This design comes from an exercise in tuning for small area, a short achievable clock period and few clock cycles per item on the open sky130 flow, not from production work.
Only simulation tests tie the RTL to the original design; equivalence was not proved.
Power figures rest on the tool's default switching activity, not on a simulated workload.

==> flow/design.v <==
module dsk_encoder (
    input  wire         clk,
    input  wire         rst,
    input  wire         in_valid,
    output wire         in_ready,
    input  wire         in_sign,       
    input  wire [1:0]   in_class,      
    input  wire [31:0]  in_exp,        
    input  wire [5:0]   in_dcnt,       
    input  wire [143:0] in_digits,     
    output reg          out_valid,
    input  wire         out_ready,
    output wire [183:0] out_key,       
    output wire [4:0]   out_klen,      
    output wire [7:0]   out_cur,       
    output wire [2:0]   out_status,    
    output wire [4:0]   out_detail     
);
    localparam integer DMAX = 36;
    localparam integer NGRP = DMAX / 3;
    localparam [2:0] PC_FIN   = 3'd0;    
    localparam [2:0] PC_BADCL = 3'd1;
    localparam [2:0] PC_NAN   = 3'd2;
    localparam [2:0] PC_INF   = 3'd3;
    localparam [2:0] PC_BADN  = 3'd4;
    localparam [2:0] PC_BADD  = 3'd5;
    localparam [2:0] PC_ZERO  = 3'd6;
    localparam [2:0] PC_LEAD  = 3'd7;
    integer i;
    wire [5:0] n = in_dcnt;
    wire [DMAX-1:0] vm = ~({DMAX{1'b1}} << n) | {{(DMAX-1){1'b0}}, 1'b1};
    reg  [3:0] dm [0:DMAX-1];     
    reg [DMAX-1:0] nz;            
    reg [DMAX-1:0] bd;            
    always @* begin
        for (i = 0; i < DMAX; i = i + 1) begin
            dm[i] = vm[i] ? in_digits[4*i +: 4] : 4'd0;
            nz[i] = |dm[i];
            bd[i] = dm[i][3] & (dm[i][2] | dm[i][1]);
        end
    end
    wire bad_dcnt  = (n == 6'd0) || (n > DMAX);
    wire bad_digit = |bd;
    wire all_zero  = ~|nz;
    wire lead_zero = ~|in_digits[3:0];
    reg [NGRP-1:0] gnz, low;
    reg [3:0]      ngroups;       
    reg            trail_zero;    
    reg            lastg;
    always @* begin
        for (i = 0; i < NGRP; i = i + 1)
            gnz[i] = nz[3*i] | nz[3*i+1] | nz[3*i+2];
        for (i = 0; i < NGRP; i = i + 1)
            low[i] = (i == NGRP - 1) ? 1'b0 : |(gnz & ~((12'd1 << (i + 1)) - 12'd1));
        ngroups    = 4'd0;
        trail_zero = 1'b0;
        for (i = 0; i < NGRP; i = i + 1) begin
            lastg = vm[3*i] & ((i == NGRP - 1) ? 1'b1 : ~vm[3*i+3]);
            if (lastg) begin
                ngroups    = ngroups | (i + 1);
                trail_zero = trail_zero | ~gnz[i];
            end
        end
    end
    reg [3:0] cd [0:DMAX-1];
    reg       comp;
    reg [3:0] lowg;
    always @* begin
        lowg = 4'd15;
        for (i = 0; i < NGRP; i = i + 1)
            if (in_sign & gnz[i] & ~low[i]) lowg = lowg & i;
        for (i = 0; i < DMAX; i = i + 1) begin
            comp  = in_sign & (gnz[i/3] | low[i/3]);
            cd[i] = {comp ? ~(dm[i][3] | dm[i][2] | dm[i][1]) : dm[i][3],
                     dm[i][2] ^ (comp & dm[i][1]), dm[i][1], dm[i][0] ^ comp};
        end
    end
    wire [5:0]  nm1    = n - 6'd1;
    wire [6:0]  adj_lo = {1'b0, in_exp[5:0]} + {1'b0, nm1};
    wire        adj_c  = adj_lo[6];
    wire [25:0] exp_h  = in_exp[31:6];
    wire [25:0] exp_h1 = exp_h + 26'd1;
    wire [25:0] adj_h  = adj_c ? exp_h1 : exp_h;
    wire [31:0] adj    = {adj_h, adj_lo[5:0]};
    localparam signed [25:0] HMAX  = 26'sd15624999;
    localparam signed [25:0] HMIN  = -26'sd15625000;
    localparam signed [25:0] HMIN1 = -26'sd15625001;
    wire adj_rz  = (adj_lo[5:0] == 6'd0);
    wire oor_hi  = ($signed(exp_h) > HMAX) | (($signed(exp_h) == HMAX) & adj_c);
    wire oor_lo0 = ($signed(exp_h) < HMIN)  | (($signed(exp_h) == HMIN)  & adj_rz);
    wire oor_lo1 = ($signed(exp_h) < HMIN1) | (($signed(exp_h) == HMIN1) & adj_rz);
    wire exp_oor = oor_hi | (adj_c ? oor_lo1 : oor_lo0);
    reg [2:0] pc;
    always @* begin
        if (in_class == 2'd3)      pc = PC_BADCL;
        else if (in_class == 2'd2) pc = PC_NAN;
        else if (in_class == 2'd1) pc = PC_INF;
        else if (bad_dcnt)         pc = PC_BADN;
        else if (bad_digit)        pc = PC_BADD;
        else if (all_zero)         pc = PC_ZERO;
        else if (lead_zero)        pc = PC_LEAD;
        else                       pc = PC_FIN;
    end
    reg         v1;
    reg [143:0] q_cd;
    reg [3:0]   q_lowg;
    reg [29:0]  q_adj;            
    reg         q_neg;
    reg         q_oor;
    reg [2:0]   q_pc;
    reg         q_tz;
    reg [3:0]   q_g;
    reg         q_sign;
    reg  free;
    wire en2 = out_ready | ~out_valid;
    assign in_ready = out_ready | free;
    wire ld1 = in_valid & in_ready;
    wire v1_n = in_ready ? in_valid : v1;
    wire ov_n = en2 ? v1 : out_valid;
    always @(posedge clk) begin
        if (rst) begin
            v1        <= 1'b0;
            out_valid <= 1'b0;
            free      <= 1'b1;
        end else begin
            v1        <= v1_n;
            out_valid <= ov_n;
            free      <= ~(v1_n & ov_n);
        end
    end
    always @(posedge clk) begin
        if (ld1) begin
            for (i = 0; i < DMAX; i = i + 1)
                q_cd[4*i +: 4] <= cd[i];
            q_lowg <= lowg;
            q_adj  <= adj[29:0];
            q_neg  <= adj[31];
            q_oor  <= exp_oor;
            q_pc   <= pc;
            q_tz   <= trail_zero;
            q_g    <= ngroups;
            q_sign <= in_sign;
        end
    end
    function [1:0] fa(input x, input y, input z);
        fa = {(x & y) | (x & z) | (y & z), x ^ y ^ z};
    endfunction
    function [1:0] ha(input x, input y);
        ha = {x & y, x ^ y};
    endfunction
    function [9:0] declet(input [3:0] a, input [3:0] b, input [3:0] c, input ci);
        reg [6:0] t;
        reg [9:0] v;
        reg [1:0] r, q;
        reg       k, p;
        begin
            t[0] = b[0];
            r = ha(a[0], b[1]);           t[1] = r[0]; k = r[1];
            r = fa(a[1], b[2], k);        t[2] = r[0]; k = r[1];
            r = fa(a[0], a[2], b[3] | k); t[3] = r[0]; k = r[1];    
            r = ha(a[1] | a[3], k);       t[4] = r[0]; k = r[1];    
            r = ha(a[2], k);              t[5] = r[0]; k = r[1];
            t[6] = a[3] | k;                                       
            r = ha(c[0], ci);             v[0] = r[0]; k = r[1];
            r = fa(t[0], c[1], k);        v[1] = r[0]; k = r[1];
            r = fa(t[1], c[2], k);        v[2] = r[0]; k = r[1];
            r = fa(t[0], t[2], c[3]);     p = r[1]; q = ha(r[0], k); v[3] = q[0]; k = q[1];
            r = fa(t[1], t[3], p);        p = r[1]; q = ha(r[0], k); v[4] = q[0]; k = q[1];
            r = fa(t[2], t[4], p);        p = r[1]; q = ha(r[0], k); v[5] = q[0]; k = q[1];
            r = fa(t[3], t[5], p);        p = r[1]; q = ha(r[0], k); v[6] = q[0]; k = q[1];
            r = fa(t[4], t[6], p);        p = r[1]; q = ha(r[0], k); v[7] = q[0]; k = q[1];
            r = fa(t[5], p, k);           v[8] = r[0]; k = r[1];
            v[9] = t[6] | k;                                       
            declet = v;
        end
    endfunction
    reg [119:0] sig;              
    always @* begin
        for (i = 0; i < NGRP; i = i + 1)
            sig[119 - 10*i -: 10] = declet(q_cd[12*i +: 4], q_cd[12*i+4 +: 4], q_cd[12*i+8 +: 4],
                                           q_lowg == i);
    end
    wire        adj_neg = q_neg;
    wire [29:0] ep      = (q_adj ^ {30{adj_neg}}) + {28'd0, 1'b1, adj_neg};
    wire        tbit    = q_sign ? adj_neg : ~adj_neg;
    reg [4:0]  lz;
    reg [29:0] epx;               
    reg [29:0] above;             
    always @* begin
        lz = 5'd0;
        for (i = 29; i >= 0; i = i - 1) begin
            above[i] = (i == 29) ? 1'b0 : |(ep & ~((30'd1 << (i + 1)) - 30'd1));
            epx[i]   = ep[i] ^ ~above[i];
            if (!above[i] && ep[i]) lz = lz | (29 - i);
        end
    end
    reg [2:0] hdr;
    reg       fault, fin, spec;
    reg [2:0] det;
    always @* begin
        hdr   = 3'b000;
        fault = 1'b0;
        fin   = 1'b0;
        det   = 3'd0;
        case (q_pc)
            PC_BADCL: begin fault = 1'b1; det = 3'd0; end
            PC_NAN:   hdr = 3'b111;
            PC_INF:   hdr = {~q_sign, ~q_sign, 1'b0};
            PC_BADN:  begin fault = 1'b1; det = 3'd1; end
            PC_BADD:  begin fault = 1'b1; det = 3'd2; end
            PC_ZERO:  hdr = {~q_sign, q_sign, 1'b0};
            PC_LEAD:  begin fault = 1'b1; det = 3'd3; end
            default:
                if (q_oor) begin
                    fault = 1'b1; det = 3'd4;
                end else if (q_tz) begin
                    fault = 1'b1; det = 3'd5;
                end else begin
                    fin = 1'b1;
                    hdr = {~q_sign, 2'b00};
                end
        endcase
        spec = ~fault & ~fin;
    end
    wire [6:0] cur_h = {2'd0, ~lz} + {1'b0, q_g, 2'b00} + {3'd0, q_g};
    wire [7:1] cur_d = fin ? cur_h : {4'd0, spec, 2'd0};
    reg         r_t;
    reg [29:0]  r_ex;
    reg [119:0] r_sig;
    reg [3:0]   r_sa, r_sb;       
    reg [1:0]   r_sc;             
    reg [7:1]   r_cur;
    reg [2:0]   r_hdr;
    reg         r_fault;
    reg [2:0]   r_det;
    always @(posedge clk) begin
        if (en2) begin
            r_t     <= tbit;
            r_ex    <= epx ^ {30{~tbit}};
            r_sig   <= sig;
            r_sa    <= 4'b0001 << lz[1:0];
            r_sb    <= 4'b0001 << lz[3:2];
            r_sc    <= {fin & lz[4], fin & ~lz[4]};
            r_cur   <= cur_d;
            r_hdr   <= hdr;
            r_fault <= fault;
            r_det   <= det;
        end
    end
    wire [181:0] f0 = {{32{r_t}}, r_ex, r_sig};
    wire [181:0] f1 = ({182{r_sc[0]}} & f0) | ({182{r_sc[1]}} & (f0 << 32));
    wire [181:0] f2 = ({182{r_sb[0]}} & f1)         | ({182{r_sb[1]}} & (f1 << 8))
                    | ({182{r_sb[2]}} & (f1 << 16)) | ({182{r_sb[3]}} & (f1 << 24));
    wire [181:0] fsh = ({182{r_sa[0]}} & f2)        | ({182{r_sa[1]}} & (f2 << 2))
                    | ({182{r_sa[2]}} & (f2 << 4))  | ({182{r_sa[3]}} & (f2 << 6));
    wire [7:0]   cur = {r_cur, 1'b0};
    assign out_key    = {r_hdr, fsh[178:0], 2'b00};
    assign out_cur    = cur;
    assign out_klen   = cur[7:3] + {4'd0, |cur[2:1]};
    assign out_status = {1'b0, r_fault, 1'b0};
    assign out_detail = {r_fault, 1'b0, r_det};
endmodule
export LEC_CHECK = 0
export CAP_MARGIN = 20
export CORE_MARGIN = 2
export CORE_UTILIZATION = 40
export CTS_BUF_LIST = sky130_fd_sc_hd__clkbuf_8
export CTS_CLUSTER_SIZE = 30
export PLACE_DENSITY = 0.6
export SLEW_MARGIN = 20
create_clock -name core_clock -period 16.0 [get_ports {clk}]
standard.sh (not shown) runs the stock make flow with config.mk's settings and CLKGATE_MAP_FILE= SYNTH_SCRIPT=/design/flow/synth_recipe.tcl, a recipe that flattens the netlist after the stock synthesis.
==> flow/flow/run.sh <==
#!/bin/bash
# The standard layout (bash standard.sh: ORFS synthesis through finish), with
# two changes to how it is made:
#  - the ports get plain buf_1 cells as their buffers instead of the default
#    delay cell, which is large and slow; repair upsizes them where needed;
#  - timing repair is given a setup margin, so that it works on the paths
#    that set the achieved period and not only on the 16 ns clock.
# The clock, the SDC and every other setting are the design's. ORFS writes
# each tool's full log under orfs/logs; the make output goes to flow.log here.
set -euo pipefail
export BUFFER_PORTS_ARGS="-buffer_cell sky130_fd_sc_hd__buf_1"
export SETUP_SLACK_MARGIN=9.4
bash standard.sh > flow.log 2>&1
The first run ran to the end with no violations.
Testbench counts at the start, summed over its fixed seeds: cycles 16,016, items 16,000.
Then changed:
--- a/flow/design.v
+++ b/flow/design.v
@@ -114,7 +114,8 @@
     reg  free;
     wire en2 = out_ready | ~out_valid;
+    wire en1 = en2 | ~v1;               
     assign in_ready = out_ready | free;
-    wire ld1 = in_valid & in_ready;
-    wire v1_n = in_ready ? in_valid : v1;
+    wire ld1 = in_valid & en1;
+    wire v1_n = en1 ? in_valid : v1;
     wire ov_n = en2 ? v1 : out_valid;
     always @(posedge clk) begin
Outcome:
- fmax fell by 1.4%
- wire length fell by 3.1%
- total power fell by 2.6%
- utilization fell by 0.15 points
- worst hold slack is better by 0.070 ns
- count of clock-buffer cells in the layout stays the same
- cell area rose by 1.4%
- clock skew rose by 0.035 ns
- combinational power fell by about 5%
- non-clock buffer count is unchanged
- register-to-register slack is better by 0.12 ns
- setup slack is worse by 0.096 ns
- synthesized area rose by 1.5%
- sequential share of layout area fell by 0.43 points
Testbench counts after the change, summed over its fixed seeds: cycles 16,016, items 16,000.

[static timing again, ports no longer ideal]
The flow's constraints put no driver on any port. The routed layouts listed below were extracted and timed again, unchanged, in two steps. Step 1 assumes that a clkbuf_16 drives the clock port and a buf_2 every other input. Step 2 moves the port delays by t, midway between the first and last clock arrival at a register: inputs arrive t later, outputs are due t later. That takes back most of the time a late clock gives input paths. a / b / c = ideal ports / drivers / drivers and shift; a / b = the first two.
run | shift t [ns] | setup slack, ns | hold slack, ns | clock arrival spread, ns | worst slew at a driven data input, ns
the first run | 0.700 | 9.257 / 9.226 / 8.961 | 0.477 / 0.477 / 0.477 | 0.050 / 0.050 | 0.11
the second run | 0.707 | 9.161 / 9.123 / 8.874 | 0.547 / 0.547 / 0.547 | 0.085 / 0.086 | 0.10
After both steps every run listed still meets setup and hold. The setup slack of the first run, which loses most, moves by -0.031 ns with the drivers and by -0.296 ns with both steps.
